Context: an optimization exercise on an open-source flow, tuned for small area, a short achievable clock period and few clock cycles per item. The choices shown serve that exercise and are no tape-out recipe. Only the layout flow was run in this run; the RTL was not checked for function there. Power and IR drop assume default switching activity.

## design/flow/config.mk

```make
export PLATFORM = sky130hd
export DESIGN_NAME = agon_crypto
export DESIGN_NICKNAME = agon_crypto
export VERILOG_FILES = /design/flow/design.v
export SDC_FILE = /design/flow/constraint.sdc
export NUM_CORES = 4
export LEC_CHECK = 0
export CAP_MARGIN = 20
export CORE_MARGIN = 2
export CORE_UTILIZATION = 40
export PLACE_DENSITY = 0.6
export SLEW_MARGIN = 20
```

## design/flow/constraint.sdc

```tcl
create_clock -name core_clock -period 10.0 [get_ports {clk}]
set_input_delay 2.0000 -clock core_clock [delete_from_list [all_inputs] [get_ports {clk}]]
set_output_delay 2.0000 -clock core_clock [all_outputs]
set_load 0.01 [all_outputs]
```

## design/flow/design.v

```verilog
module agon_crypto (
    input  wire       clk,
    input  wire       rst,               
    input  wire       req,               
    input  wire       we,                
    input  wire       peek,              
    input  wire [7:0] addr,              
    input  wire [7:0] wdata,             
    input  wire       op_allowed,        
    input  wire       write_protected,   
    output wire       busy,              
    output reg  [7:0] rdata              
);
    localparam [5:0] LAST_IDX  = 6'h03;
    localparam [5:0] BLOCK_IDX = 6'h04;
    localparam [5:0] STATE_IDX = 6'h18;
    function [31:0] rotr;
        input [31:0] x;
        input integer k;
        begin
            rotr = (x >> k) | (x << (32 - k));
        end
    endfunction
    function [31:0] big_s0;
        input [31:0] x;
        begin
            big_s0 = rotr(x, 2) ^ rotr(x, 13) ^ rotr(x, 22);
        end
    endfunction
    function [31:0] big_s1;
        input [31:0] x;
        begin
            big_s1 = rotr(x, 6) ^ rotr(x, 11) ^ rotr(x, 25);
        end
    endfunction
    function [31:0] small_s0;
        input [31:0] x;
        begin
            small_s0 = rotr(x, 7) ^ rotr(x, 18) ^ (x >> 3);
        end
    endfunction
    function [31:0] small_s1;
        input [31:0] x;
        begin
            small_s1 = rotr(x, 17) ^ rotr(x, 19) ^ (x >> 10);
        end
    endfunction
    function [31:0] iv;
        input [2:0] j;
        begin
            case (j)
                3'd0: iv = 32'h6a09e667; 3'd1: iv = 32'hbb67ae85;
                3'd2: iv = 32'h3c6ef372; 3'd3: iv = 32'ha54ff53a;
                3'd4: iv = 32'h510e527f; 3'd5: iv = 32'h9b05688c;
                3'd6: iv = 32'h1f83d9ab; default: iv = 32'h5be0cd19;
            endcase
        end
    endfunction
    reg [31:0] H [0:7];      
    reg [31:0] B [0:15];     
    reg [5:0]  last;         
    reg        running;      
    reg        finishing;    
    reg [5:0]  t;            
    reg [31:0] va, vb, vc, vd, ve, vf, vg, vh;
    reg [31:0] W [0:15];     
    assign busy = running;
    wire       accept   = req & ~running;
    wire [5:0] idx      = addr[7:2];
    wire [1:0] lane     = addr[1:0];
    wire       rd_acc   = accept & ~we;
    wire       wr_acc   = accept & we;
    wire       wr_do    = wr_acc & (peek | ~write_protected);
    wire [5:0] rd_idx   = (~peek & ~op_allowed) ? last : idx;
    wire       ctrl_wr  = wr_do & (addr == 8'h00);
    wire       op_zero  = wdata[4];
    wire       op_init  = ~wdata[4] & ((wdata & 8'h0e) == 8'h0a);
    wire       op_comp  = ~wdata[4] & ((wdata & 8'h0a) == 8'h0a);
    wire       blk_wr   = wr_do & (idx >= BLOCK_IDX) & (idx < BLOCK_IDX + 6'd16);
    wire [3:0] blk_word = idx[3:0] - BLOCK_IDX[3:0];
    reg [31:0] rd_word;
    always @(*) begin
        if (rd_idx == LAST_IDX)
            rd_word = H[7];
        else if (rd_idx >= BLOCK_IDX && rd_idx < BLOCK_IDX + 6'd16)
            rd_word = B[rd_idx[3:0] - BLOCK_IDX[3:0]];
        else if (rd_idx >= STATE_IDX && rd_idx < STATE_IDX + 6'd8)
            rd_word = H[rd_idx[2:0]];
        else
            rd_word = 32'h0;
    end
    localparam [2047:0] K_TABLE = {
        32'hc67178f2, 32'hbef9a3f7, 32'ha4506ceb, 32'h90befffa,
        32'h8cc70208, 32'h84c87814, 32'h78a5636f, 32'h748f82ee,
        32'h682e6ff3, 32'h5b9cca4f, 32'h4ed8aa4a, 32'h391c0cb3,
        32'h34b0bcb5, 32'h2748774c, 32'h1e376c08, 32'h19a4c116,
        32'h106aa070, 32'hf40e3585, 32'hd6990624, 32'hd192e819,
        32'hc76c51a3, 32'hc24b8b70, 32'ha81a664b, 32'ha2bfe8a1,
        32'h92722c85, 32'h81c2c92e, 32'h766a0abb, 32'h650a7354,
        32'h53380d13, 32'h4d2c6dfc, 32'h2e1b2138, 32'h27b70a85,
        32'h14292967, 32'h06ca6351, 32'hd5a79147, 32'hc6e00bf3,
        32'hbf597fc7, 32'hb00327c8, 32'ha831c66d, 32'h983e5152,
        32'h76f988da, 32'h5cb0a9dc, 32'h4a7484aa, 32'h2de92c6f,
        32'h240ca1cc, 32'h0fc19dc6, 32'hefbe4786, 32'he49b69c1,
        32'hc19bf174, 32'h9bdc06a7, 32'h80deb1fe, 32'h72be5d74,
        32'h550c7dc3, 32'h243185be, 32'h12835b01, 32'hd807aa98,
        32'hab1c5ed5, 32'h923f82a4, 32'h59f111f1, 32'h3956c25b,
        32'he9b5dba5, 32'hb5c0fbcf, 32'h71374491, 32'h428a2f98
    };
    wire [31:0] k_t = K_TABLE[32*t +: 32];
    wire [31:0] ch   = (ve & vf) ^ (~ve & vg);
    wire [31:0] maj  = (va & vb) ^ (va & vc) ^ (vb & vc);
    wire [31:0] t1   = vh + big_s1(ve) + ch + k_t + W[0];
    wire [31:0] t2   = big_s0(va) + maj;
    wire [31:0] wnew = small_s1(W[14]) + W[9] + small_s0(W[1]) + W[0];
    integer i;
    always @(posedge clk) begin
        if (rst) begin
            for (i = 0; i < 8; i = i + 1)
                H[i] <= 32'h0;
            for (i = 0; i < 16; i = i + 1)
                B[i] <= 32'h0;
            last      <= 6'h0;
            running   <= 1'b0;
            finishing <= 1'b0;
        end else begin
            if (rd_acc)
                rdata <= rd_word[8*lane +: 8];
            if (accept & ~peek & (we | op_allowed))
                last <= idx;
            if (blk_wr)
                B[blk_word][8*lane +: 8] <= wdata;
            if (ctrl_wr) begin
                if (op_zero) begin
                    for (i = 0; i < 8; i = i + 1)
                        H[i] <= 32'h0;
                end else if (op_comp) begin
                    if (op_init) begin
                        for (i = 0; i < 8; i = i + 1)
                            H[i] <= iv(i);
                        va <= iv(0); vb <= iv(1); vc <= iv(2); vd <= iv(3);
                        ve <= iv(4); vf <= iv(5); vg <= iv(6); vh <= iv(7);
                    end else begin
                        va <= H[0]; vb <= H[1]; vc <= H[2]; vd <= H[3];
                        ve <= H[4]; vf <= H[5]; vg <= H[6]; vh <= H[7];
                    end
                    for (i = 0; i < 16; i = i + 1)
                        W[i] <= B[i];
                    t         <= 6'd0;
                    running   <= 1'b1;
                    finishing <= 1'b0;
                end
            end
            if (running) begin
                if (finishing) begin
                    H[0] <= H[0] + va; H[1] <= H[1] + vb;
                    H[2] <= H[2] + vc; H[3] <= H[3] + vd;
                    H[4] <= H[4] + ve; H[5] <= H[5] + vf;
                    H[6] <= H[6] + vg; H[7] <= H[7] + vh;
                    running   <= 1'b0;
                    finishing <= 1'b0;
                end else begin
                    vh <= vg;
                    vg <= vf;
                    vf <= ve;
                    ve <= vd + t1;
                    vd <= vc;
                    vc <= vb;
                    vb <= va;
                    va <= t1 + t2;
                    for (i = 0; i < 15; i = i + 1)
                        W[i] <= W[i + 1];
                    W[15] <= wnew;
                    t <= t + 6'd1;
                    if (t == 6'd63)
                        finishing <= 1'b1;
                end
            end
        end
    end
endmodule
```

## design/flow/run.sh

```bash
#!/bin/bash
# synth_recipe.tcl (not shown) runs the flow's synth.tcl, then flattens the netlist and writes it again
# the make line also repeats each setting of config.mk as NAME=value (left out here)
make -C /OpenROAD-flow-scripts/flow DESIGN_CONFIG=/design/flow/config.mk WORK_HOME=/design/flow/orfs CLKGATE_MAP_FILE= SYNTH_SCRIPT=/design/flow/synth_recipe.tcl finish
```

==> summary.txt <==
Synthesis
  – Top cells by area, synth: edfxtp_1 (38%), nand2_1 (9.1%), dfxtp_1 (5.1%)
  – Ys flop type: edfxtp_1
  – Synth cell count leaders: nand2_1 (2505), edfxtp_1 (1294), nor2_1 (905)
  – Adder-Cell Fraction of Synth Area: 0.0856
  – Count leader, synth: nand2_1
  – Post-synth cell types: 95
  – Fraction of registers with async set/reset: 0
  – Yosys top cell area share: 0.376
  – Yosys warns: 3
  – Synth area leader: edfxtp_1
  – Multiplexer area fraction after synthesis: 0.00832
  – Post-Synthesis Cells: 11700
  – Synth Cell Area: 103000 sq um
  – Post-Synth Simple-Gate Area: 0.202
  – Synth Net Count: ~12000
  – Largest family of logic cells by synthesized area: simple AND/OR/NAND/NOR gates
  – Post-Syn Area per Cell: ~8.8 sq um
  – Sequential-to-total area share from yosys stat: 0.427
  – Synth Area in XOR/XNOR: 0.0494
  – Compound-Gate Fraction of Synth Area: 0.177
  – Register bit total from synthesis: around 1600
  – Number of synthesized flops with an enable pin: 1294

Global route
  – First-pass GRT wire length: 621000 microns
  – Grt total ovfl: 0
  – GR Util met1: 0.419
  – Vias in the first global route: 87900
  – Most Used Layer, Global Route: met2
  – GRT Resource Usage Total: 0.319
  – Grt met2 use: 0.495
  – Initial antenna violation count: 12
  – Pin count of the biggest net entering global routing: 221
  – Global-route track usage on met3: 0.0633

Placement
  – Pre-CTS WS: about 0.22 ns
  – Port bufs: 31
  – Gpl congestion: about 1
  – DP Wirelength: roughly 300000 microns

Setup path
  – Crit path kind: reg -> reg
  – Slowest-stage cell, CP: mux4_2
  – Worst r2r path cells: 39
  – CP arrival: 10.18 ns
  – CP endpoint kind: flip-flop
  – Crit Path Max Fanout: 10
  – Slowest cell delay on critical path: between 0.5 and 0.6 ns
  – Startpoint Class: flip-flop
  – Crit-path most repeated cell: buf_4
  – CP Data Required Time: roughly 11 ns

STA
  – Final setup violation count: 0
  – Clock skew: 0.0594 ns
  – Final Worst Setup Slack: around 0.36 ns
  – Slew HR: 0.165
  – RSZ-0062 raised after global routing: no
  – Final period utilization: 0.964
  – Final Hold Vio Count: 0
  – Max Freq: ~0.10 GHz
  – Worst Tran Pin Value: 1.25 ns
  – Period minus WS final: 9.64 ns
  – Final Slew Violations: 0

Pwr
  – Sw frac: 0.403
  – P per Cell Area: approximately 260 nW/um^2
  – Worst vdd ir: 0.358 mV
  – Switching Power: ~12 mW
  – Clk pwr share: 0.240
  – Int Pwr: approximately 18 mW
  – Combinational share of power: 0.499
  – Leak Pwr: between 40 and 50 nW
  – Seq pwr share: 0.260
  – Power Total: approximately 30 mW

Clock tree
  – Clk Latency, worst-skew pair: slightly below 0.9 ns
  – CTS resizes: 0
  – Sink Count: ~1600
  – CTS tree: built
  – Total CTS buffers: roughly 180
  – Clock Pin Slew Worst Setup and Hold Paths: around 0.06 ns
  – Hold buffer count at CTS: 0
  – CTS max path bufs: 3
  – H-tree depth: 4
  – CTS root buf: clkbuf_16
  – Setup Buffers After CTS: 0

Layout
  – Share of cells above drive strength 1: 0.0690
  – Final Net Count: 12100
  – Fin util: 0.442
  – Layout area overhead: 10.0%

Routing
  – DR WL/cell: around 29 microns
  – ANT nets after route: 0
  – Via Count: 92400
  – # DRC: 0
  – DRT Pass-1 Iters: 8
  – Routed vias/inst: around 6.2
  – Drt total wl: 432000 microns
  – Initial DRC count: 11300

Die
  – Die area: 262000 sq um
  – Starting Density: 0.402
  – Row Count: approximately 190
  – Core Box Area: approximately 260000 sq um
  – Die Width: between 500 and 600 microns
  – I/O pin count: 32
  – Die height: 512 microns

Status
  – Status: no timing/DRC/antenna violations

Job
  – Max_cap viols: 0

Hold path
  – WHS Path Cells: 2
  – HP Class: reg -> reg
-- layer usage --
layer  up-vias  part of all wire
met1     45500              0.40
met2      4894              0.44
met3      1047             0.093
li1      40900                 -
met4        18             0.064
met5         -           0.00073
-- cell type report --
cell class	count	area (sq um)
repair buffers	423	3510
multi-input cells	8946	54200
fillers	25200	143000
inverters	352	1330
clock inverters	98	1120
flip-flops and latches	1558	44100
clock buffers	244	5080
well taps	3384	4230
diodes	6	15.0
-- power groups by stage --
| stage | Sequential (mW) | Clock [mW] | Combinational, mW |
|---|---|---|---|
| finish | 7.66 | 7.08 | 14.7 |
| global route | 7.69 | 7.36 | 15.9 |
| CTS | 7.66 | 7.12 | 14.5 |
| detailed placement | 7.79 | 0 | 14.4 |
| global placement | 7.79 | 0 | 14.5 |
| floorplan | 7.62 | 0 | 9.11 |
-- critical path, delay by kind of cell (launching register included) --
family | cells | cell delay [ns]
AOI/OAI and AO/OA | 14 | 2.74
buffers and inverters | 10 | 1.38
xor gates and xnor gates | 2 | 0.37
adders and majority gates | 7 | 2.98
DFF | 1 | 0.43
and+or+nand+nor | 5 | 0.89
muxes | 1 | 0.54
-- layout by cell type, fill, tap and decap left out, types with 24 or more instances in the layout --
master     synthesis  final
clkinv_2           0     29
buf_4             16    369
nand2_1         2505   2502
xnor2_1          378    378
ha_1             392    389
xor2_1           205    205
o21a_1            48     48
nor2b_1           49     47
or3_1             60     58
and3_1           126    126
a311oi_1         127    126
nand2b_1          65     64
dfxtp_1          264    264
fa_1             195    195
a211oi_1          51     48
o21ai_0          653    624
a21o_1           186    186
nand3_1          413    413
mux2i_1           33     32
nor2_1           905    900
a22oi_1           24     24
o21ai_1           33     62
a211o_1           32     32
clkbuf_1         619     43
nand4_1           26     26
o21bai_1          49     49
inv_1            349    347
clkinv_1           3     31
nor3_1            81     76
a21oi_1          632    628
clkbuf_16          0    191
buf_12             0     24
o211ai_1         152    152
edfxtp_1        1294   1294
and2_1           497    494
a31oi_1          700    700
-- cells by family (layout without fill, tap and decap cells) --
| group | count (synthesis) | in the layout |
|---|---|---|
| simple gates | 4790 | 4790 |
| compound gates | 2915 | 2915 |
| flops | 1558 | 1558 |
| buf+inv | 1231 | 1117 |
| fa+ha+maj | 590 | 590 |
| xor+xnor | 583 | 583 |
| mux | 68 | 68 |
| other cells | 0 | 6 |
-- path summary, 6_finish.rpt --
| check | slack, ns | end | startpoint |
|---|---|---|---|
| max reg2reg | 0.36 | va[31] | t[1] |
| max | 0.36 | va[31] | t[1] |
| min reg2reg | 0.49 | last[1] | last[1] |
| min | 0.49 | last[1] | last[1] |
-- metrics by stage --
stage / hold WS (ns) / instance area [sq um] / TNS (ns) / instances
2_1_floorplan: 0.451 / 103000 / 0 / 11700
6_report: 0.490 / 114000 / 0 / 15000
4_1_cts: 0.493 / 114000 / 0 / 15000
3_5_place_dp: 0.477 / 107000 / 0 / 14700
3_3_place_gp: 0.469 / 107000 / -0.286 / 14700
5_1_grt: 0.513 / 114000 / 0 / 15000
-- registers in the layout (all words and copies together) (netlist names) --
signal,cells
B,512
ve,32
t,6
running,1
vb,32
H,256
vc,32
va,32
W,512
rdata,8
vd,32
vh,32
last,6
finishing,1
vf,32
vg,32

re-timing with driven ports:
Ports are ideal in the flow. The routed layout listed here was re-timed in OpenROAD.
Step 1: set_driving_cell puts a clkbuf_16 on clk and a buf_2 on each other input, an assumption about the parent block.
Step 2 adds t to the input delays and takes it off the output delays; t is the mean of the earliest and latest rising clock arrival at the registers after step 1. Input paths then give back, and output paths get back, about the clock's delay inside the block.
Slacks: ideal ports / drivers / drivers and shift; pairs: ideal ports / drivers.
t (ns): 0.956
slack for setup (ns): 0.365 / 0.365 / 0.365
worst setup path after step 2: register to register
After both steps setup and hold are still met in this run. The setup slack of this run moves by 0.000 ns with the drivers and by 0.000 ns with both steps.
